Context: an optimization exercise on an open-source flow, tuned for small area. The choices shown serve that exercise and are no tape-out recipe. In this exercise RTL edits were held to simulation tests only and were not proved equivalent to the original. Power and IR drop assume default switching activity.

==> 01-10: inputs <==
Design tcrb, start of the top module:
module tcrb (
    input  wire         clk,
    input  wire         rst,
    input  wire [1:0]   h_op,
    input  wire [7:0]   h_addr,
    input  wire [31:0]  h_wdata,
    output reg          h_rvalid,
    output reg  [31:0]  h_rdata,
    input  wire [1:0]   f_valid,
    input  wire [127:0] f_data0,
    input  wire [127:0] f_data1,
    output wire         clk_en,
    output wire [23:0]  clk_rate
);
    localparam [1:0] S_IDLE = 2'd0, S_CONF = 2'd1, S_RUN = 2'd2, S_STOP = 2'd3;
    localparam [2:0] OK = 3'd0, BADOP = 3'd1, BADSEL = 3'd2, BADARG = 3'd3,
                     BADSTATE = 3'd4, BADCFG = 3'd5, NODATA = 3'd6;
    reg [1:0]  state;
    reg        stopreq;
    reg        clken;
    reg [5:0]  res;
    reg [2:0]  nch0, nch1;
    reg [2:0]  maplen0, maplen1;
    reg [1:0]  chmap [0:7];           
    reg [23:0] ds;
    reg        swaplr;
    reg [23:0] rate;
    reg [1:0]  armed;
    reg [1:0]  pend;
    reg [1:0]  fillframe0, fillframe1;
    reg        cf0x0, cf0x1;          
    reg        pf0x0, pf0x1;          
    reg [23:0] dsdown0, dsdown1;      
  ...
export LEC_CHECK = 0
export CAP_MARGIN = 10
export CORE_MARGIN = 2
export CORE_UTILIZATION = 55
export PLACE_DENSITY = 0.75
export SLEW_MARGIN = 10
export SYNTH_HIERARCHICAL = 1
create_clock -name core_clock -period 14.0 [get_ports {clk}]
standard.sh (not shown) runs the stock make flow with config.mk's settings and CLKGATE_MAP_FILE= SYNTH_SCRIPT=/design/flow/synth_recipe.tcl, a recipe that flattens the netlist after the stock synthesis.
==> flow/flow/run.sh <==
#!/bin/bash
set -euo pipefail
export CTS_ARGS="-sink_clustering_enable -repair_clock_nets -dont_use_dummy_load -buf_list sky130_fd_sc_hd__clkbuf_16 -sink_clustering_size 24 -sink_clustering_max_diameter 60"
export BUFFER_PORTS_ARGS="-buffer_cell sky130_fd_sc_hd__buf_1"
bash standard.sh > standard_make.log 2>&1
==> inputs of 03-06, as changes to 01-10 <==
==> flow/config.mk (replaced) <==
export PLATFORM = sky130hd
export DESIGN_NAME = tcrb
export DESIGN_NICKNAME = tcrb
export VERILOG_FILES = /design/flow/design.v
export SDC_FILE = /design/flow/constraint.sdc
export NUM_CORES = 4
export LEC_CHECK = 0
export CAP_MARGIN = 20
export CORE_MARGIN = 2
export CORE_UTILIZATION = 40
export PLACE_DENSITY = 0.6
export SLEW_MARGIN = 20
export SYNTH_HIERARCHICAL = 1
==> inputs of 03-17, as changes to 01-10 <==
--- a/flow/design.v
+++ b/flow/design.v
@@ -8,14 +8,15 @@
     output reg  [31:0]  h_rdata,
     input  wire [1:0]   f_valid,
     input  wire [127:0] f_data0,
     input  wire [127:0] f_data1,
     output wire         clk_en,
     output wire [23:0]  clk_rate
 );
+    localparam NFB = 5;
     localparam [1:0] S_IDLE = 2'd0, S_CONF = 2'd1, S_RUN = 2'd2, S_STOP = 2'd3;
     localparam [2:0] OK = 3'd0, BADOP = 3'd1, BADSEL = 3'd2, BADARG = 3'd3,
                      BADSTATE = 3'd4, BADCFG = 3'd5, NODATA = 3'd6;
     reg [1:0]  state;
     reg        stopreq;
     reg        clken;
     reg [5:0]  res;
@@ -24,29 +25,27 @@
     reg [1:0]  chmap [0:7];           
     reg [23:0] ds;
     reg        swaplr;
     reg [23:0] rate;
     reg [1:0]  armed;
     reg [1:0]  pend;
     reg [1:0]  fillframe0, fillframe1;
-    reg        cf0x0, cf0x1;          
-    reg        pf0x0, pf0x1;          
+    reg [2:0]  hbase0, hbase1;        
     reg [23:0] dsdown0, dsdown1;      
     reg [31:0] counter0, counter1;
     reg [31:0] ovrcount;
     reg [11:0] wpos;
     reg [11:0] head0, head1;
     reg [11:0] rpos [0:3];
     reg [3:0]  active;
     reg [3:0]  ovr;
     reg [2:0]  cs_code;
     reg [11:0] cs_val;
-    reg [127:0] xfer0 [0:3];
-    reg [127:0] xfer1 [0:3];
-    reg [127:0] xferx;
+    reg [127:0] xfer0 [0:NFB-1];
+    reg [127:0] xfer1 [0:NFB-1];
     reg [31:0]  ring [0:63];
     wire       used0 = (nch0 != 3'd0);
     wire       used1 = (nch1 != 3'd0);
     wire [3:0] ncht  = nch0 + nch1;
     wire       ds0   = (ds == 24'd0);
     wire       ds12  = (ds[23:2] == 22'd0) && (ds[1:0] != 2'd3);
     wire [2:0] cmq   = ds0 ? 3'd4 : ds12 ? 3'd6 : 3'd7;
@@ -58,30 +57,33 @@
     wire   chk_ok = ~|chk;
     assign clk_en   = clken;
     assign clk_rate = rate;
     wire cmd_wr = (h_op == 2'd2) && (h_addr == 8'h00);
     localparam [1:0] V_IDLE = 2'd0, V_WALK = 2'd1, V_COMMIT = 2'd2;
     reg [1:0] svc;
     reg       svc_bus;
+    reg [2:0] svc_slot;
     reg [1:0] svc_f;
     reg [1:0] svc_q;
     reg [2:0] svc_nw;
+    function [2:0] inc5;
+        input [2:0] x;
+        inc5 = (x == 3'd4) ? 3'd0 : x + 3'd1;
+    endfunction
     wire [23:0] svc_dsd  = svc_bus ? dsdown1 : dsdown0;
     wire        svc_keep = (svc_dsd == 24'd0);
     wire [23:0] svc_dsd_nx = svc_keep ? ds : svc_dsd - 24'd1;
     wire [2:0]  svc_nch  = svc_bus ? nch1 : nch0;
     wire        svc_last = ({1'b0, svc_q} == svc_nch - 3'd1);
     wire [1:0]  svc_map  = chmap[{svc_bus, svc_q}];
     wire [1:0]  svc_word = {svc_map[1], svc_map[0] ^ (swaplr & ~svc_map[1])};
-    wire [1151:0] xf_all = {xferx, xfer1[3], xfer1[2], xfer1[1], xfer1[0],
-                            xfer0[3], xfer0[2], xfer0[1], xfer0[0]};
-    wire          svc_x   = (svc_f == 2'd0) && (svc_bus ? pf0x1 : pf0x0);
-    wire [3:0]    svc_pos = svc_x ? 4'd0 : (4'b0001 << svc_f);
+    wire [1279:0] xf_all = {xfer1[4], xfer1[3], xfer1[2], xfer1[1], xfer1[0],
+                            xfer0[4], xfer0[3], xfer0[2], xfer0[1], xfer0[0]};
     wire [31:0]   svc_raw;
-    tcrb_xsel u_xsel (.fr(xf_all), .fsel({svc_x, {4{svc_bus}} & svc_pos, {4{!svc_bus}} & svc_pos}),
+    tcrb_xsel u_xsel (.fr(xf_all), .fsel({{5{svc_bus}} & (5'b00001 << svc_slot), {5{!svc_bus}} & (5'b00001 << svc_slot)}),
                       .w(svc_word), .o(svc_raw));
     wire [4:0]  svc_shift = 5'd0 - res[4:0];
     wire [31:0] svc_cell  = $signed(svc_raw) >>> svc_shift;
     wire [11:0] svc_head = svc_bus ? head1 : head0;
     wire [2:0]  svc_idx  = svc_head[2:0] + svc_nw;
     wire [5:0]  svc_addr = svc_idx * ncht + (svc_bus ? {3'd0, nch0} : 6'd0) + {4'd0, svc_q};
     wire [11:0] head_c0 = svc_bus ? head0 : head0 + {9'd0, svc_nw};
@@ -185,54 +187,50 @@
     always @(posedge clk) begin
         h_rvalid <= !rst && h_op[0];
         if (h_op[1])
             h_rdata <= ring_rd;
         else
             h_rdata <= rd_val;
     end
-    wire svc_done = (svc == V_WALK) && (!svc_keep || svc_last);
-    wire f0_read0 = !svc_bus && ((svc == V_WALK && (svc_f != 2'd0 || svc_done)) || svc == V_COMMIT);
-    wire f0_read1 =  svc_bus && ((svc == V_WALK && (svc_f != 2'd0 || svc_done)) || svc == V_COMMIT);
-    wire tox0 = (fillframe0 == 2'd0) && pend[0] && !pf0x0 && !f0_read0;
-    wire tox1 = (fillframe1 == 2'd0) && pend[1] && !pf0x1 && !f0_read1;
-    wire st0  = f_valid[0] && armed[0];
-    wire st1  = f_valid[1] && armed[1];
+    wire [2:0] wslot0 = (hbase0 + {1'b0, fillframe0} >= 3'd5) ? hbase0 + {1'b0, fillframe0} - 3'd5
+                                                              : hbase0 + {1'b0, fillframe0};
+    wire [2:0] wslot1 = (hbase1 + {1'b0, fillframe1} >= 3'd5) ? hbase1 + {1'b0, fillframe1} - 3'd5
+                                                              : hbase1 + {1'b0, fillframe1};
     always @(posedge clk) begin
         if (svc == V_WALK && svc_keep)
             ring[svc_addr] <= svc_cell;
-        if (st0 && !tox0)
-            xfer0[fillframe0] <= f_data0;
-        if (st1 && !tox1)
-            xfer1[fillframe1] <= f_data1;
-        if (st0 && tox0)
-            xferx <= f_data0;
-        else if (st1 && tox1)
-            xferx <= f_data1;
+        if (f_valid[0] && armed[0])
+            xfer0[wslot0] <= f_data0;
+        if (f_valid[1] && armed[1])
+            xfer1[wslot1] <= f_data1;
     end
     always @(posedge clk) begin
         if (rst) begin
             state    <= S_IDLE;
             stopreq  <= 1'b0;
             clken    <= 1'b0;
             res      <= 6'd0;
             ds       <= 24'd0;
             swaplr   <= 1'b0;
             rate     <= 24'd0;
             armed    <= 2'b00;
             pend     <= 2'b00;
             fillframe0 <= 2'd0;
             fillframe1 <= 2'd0;
+            hbase0   <= 3'd0;
+            hbase1   <= 3'd0;
             ovrcount <= 32'd0;
             wpos     <= 12'd0;
             active   <= 4'd0;
             ovr      <= 4'd0;
             cs_code  <= 3'd0;
             cs_val   <= 12'd0;
             svc      <= V_IDLE;
             svc_bus  <= 1'b0;
+            svc_slot <= 3'd0;
             svc_f    <= 2'd0;
             svc_q    <= 2'd0;
             svc_nw   <= 3'd0;
             nch0     <= 3'd0;
             nch1     <= 3'd0;
             maplen0  <= 3'd0;
             maplen1  <= 3'd0;
@@ -248,28 +246,30 @@
                 rpos[k] <= 12'd0;
         end else begin
             case (svc)
                 V_IDLE: begin
                     if (pend[0] || pend[1]) begin
                         svc      <= V_WALK;
                         svc_bus  <= !pend[0];
+                        svc_slot <= pend[0] ? inc5(hbase0) : inc5(hbase1);
                         svc_f    <= 2'd0;
                         svc_q    <= 2'd0;
                         svc_nw   <= 3'd0;
                     end
                 end
                 V_WALK: begin
                     if (svc_keep && !svc_last) begin
                         svc_q <= svc_q + 2'd1;
                     end else begin
                         svc_q <= 2'd0;
                         if (svc_keep)
                             svc_nw <= svc_nw + 3'd1;
                         if (svc_bus) dsdown1 <= svc_dsd_nx;
                         else         dsdown0 <= svc_dsd_nx;
+                        svc_slot <= inc5(svc_slot);
                         if (svc_f == 2'd3)
                             svc <= V_COMMIT;
                         else
                             svc_f <= svc_f + 2'd1;
                     end
                 end
                 V_COMMIT: begin
@@ -292,27 +292,25 @@
                         end
                     end
                 end
                 default: svc <= V_IDLE;
             endcase
             if (f_valid[0] && armed[0]) begin
                 fillframe0 <= fillframe0 + 2'd1;
-                if (fillframe0 == 2'd0) cf0x0 <= tox0;
                 if (fillframe0 == 2'd3) begin
                     pend[0] <= 1'b1;
-                    pf0x0   <= cf0x0;
+                    hbase0  <= (hbase0 == 3'd0) ? 3'd4 : hbase0 - 3'd1;
                     if (stopreq) armed[0] <= 1'b0;
                 end
             end
             if (f_valid[1] && armed[1]) begin
                 fillframe1 <= fillframe1 + 2'd1;
-                if (fillframe1 == 2'd0) cf0x1 <= tox1;
                 if (fillframe1 == 2'd3) begin
                     pend[1] <= 1'b1;
-                    pf0x1   <= cf0x1;
+                    hbase1  <= (hbase1 == 3'd0) ? 3'd4 : hbase1 - 3'd1;
                     if (stopreq) armed[1] <= 1'b0;
                 end
             end
             if (cmd_wr) begin
                 cs_code <= c_code;
                 cs_val  <= c_val;
                 if (c_accept) begin
@@ -373,24 +371,24 @@
                     endcase
                 end
             end
         end
     end
 endmodule
 module tcrb_xsel (
-    input  wire [1151:0] fr,
-    input  wire [8:0]    fsel,
+    input  wire [1279:0] fr,
+    input  wire [9:0]    fsel,
     input  wire [1:0]    w,
     output reg  [31:0]   o
 );
     reg [127:0] f;
     integer i;
     always @(*) begin
         f = 128'd0;
-        for (i = 0; i < 9; i = i + 1)
+        for (i = 0; i < 10; i = i + 1)
             f = f | (fr[128*i +: 128] & {128{fsel[i]}});
         case (w)
             2'd0: o = f[31:0];
             2'd1: o = f[63:32];
             2'd2: o = f[95:64];
             default: o = f[127:96];
         endcase
==> notes <==
Routed wire length, lowest first: 03-17, 01-10, 03-06. 03-17 completed without violations. 01-10 produced a clean layout. 03-06 finished with timing, DRC and antenna clean. Power, lowest first: 01-10, 03-17, 03-06. Between 03-17 and 03-06, the lower first-iteration DRC count is in 03-06 (gap 25%, measured against 03-06). In 03-17 the synthesized cell count is smaller than in 03-06, by 0.20%. Against 01-10, the die area of 03-06 is higher by 37%. Clock skew: 03-06 is lower than 01-10 (0.0051 ns). Worst hold slack: 03-17 > 01-10 > 03-06.

[separate check: timing with driven ports]
Ports are ideal in the flow. The routed layouts listed here were re-timed in OpenROAD. Step 1: set_driving_cell puts a clkbuf_16 on clk and a buf_2 on each other input, an assumption about the parent block. Step 2 adds t to the input delays and takes it off the output delays; t is the mean of the earliest and latest rising clock arrival at the registers after step 1. Input paths then give back, and output paths get back, about the clock's delay inside the block. Slacks: ideal / step 1 / step 2; pairs: ideal / step 1.
run | t, ns | setup slack, ns | hold WS [ns]
01-10 | 0.997 | 3.326 / 3.332 / 2.404 | 0.423 / 0.423 / 0.423
03-06 | 1.023 | 2.795 / 2.795 / 2.210 | 0.398 / 0.398 / 0.398
03-17 | 0.998 | 3.020 / 3.088 / 2.090 | 0.480 / 0.480 / 0.480
After both steps setup and hold are still met in every run listed. The setup slack of 03-17, which loses most, moves by +0.068 ns with the drivers and by -0.930 ns with both steps.
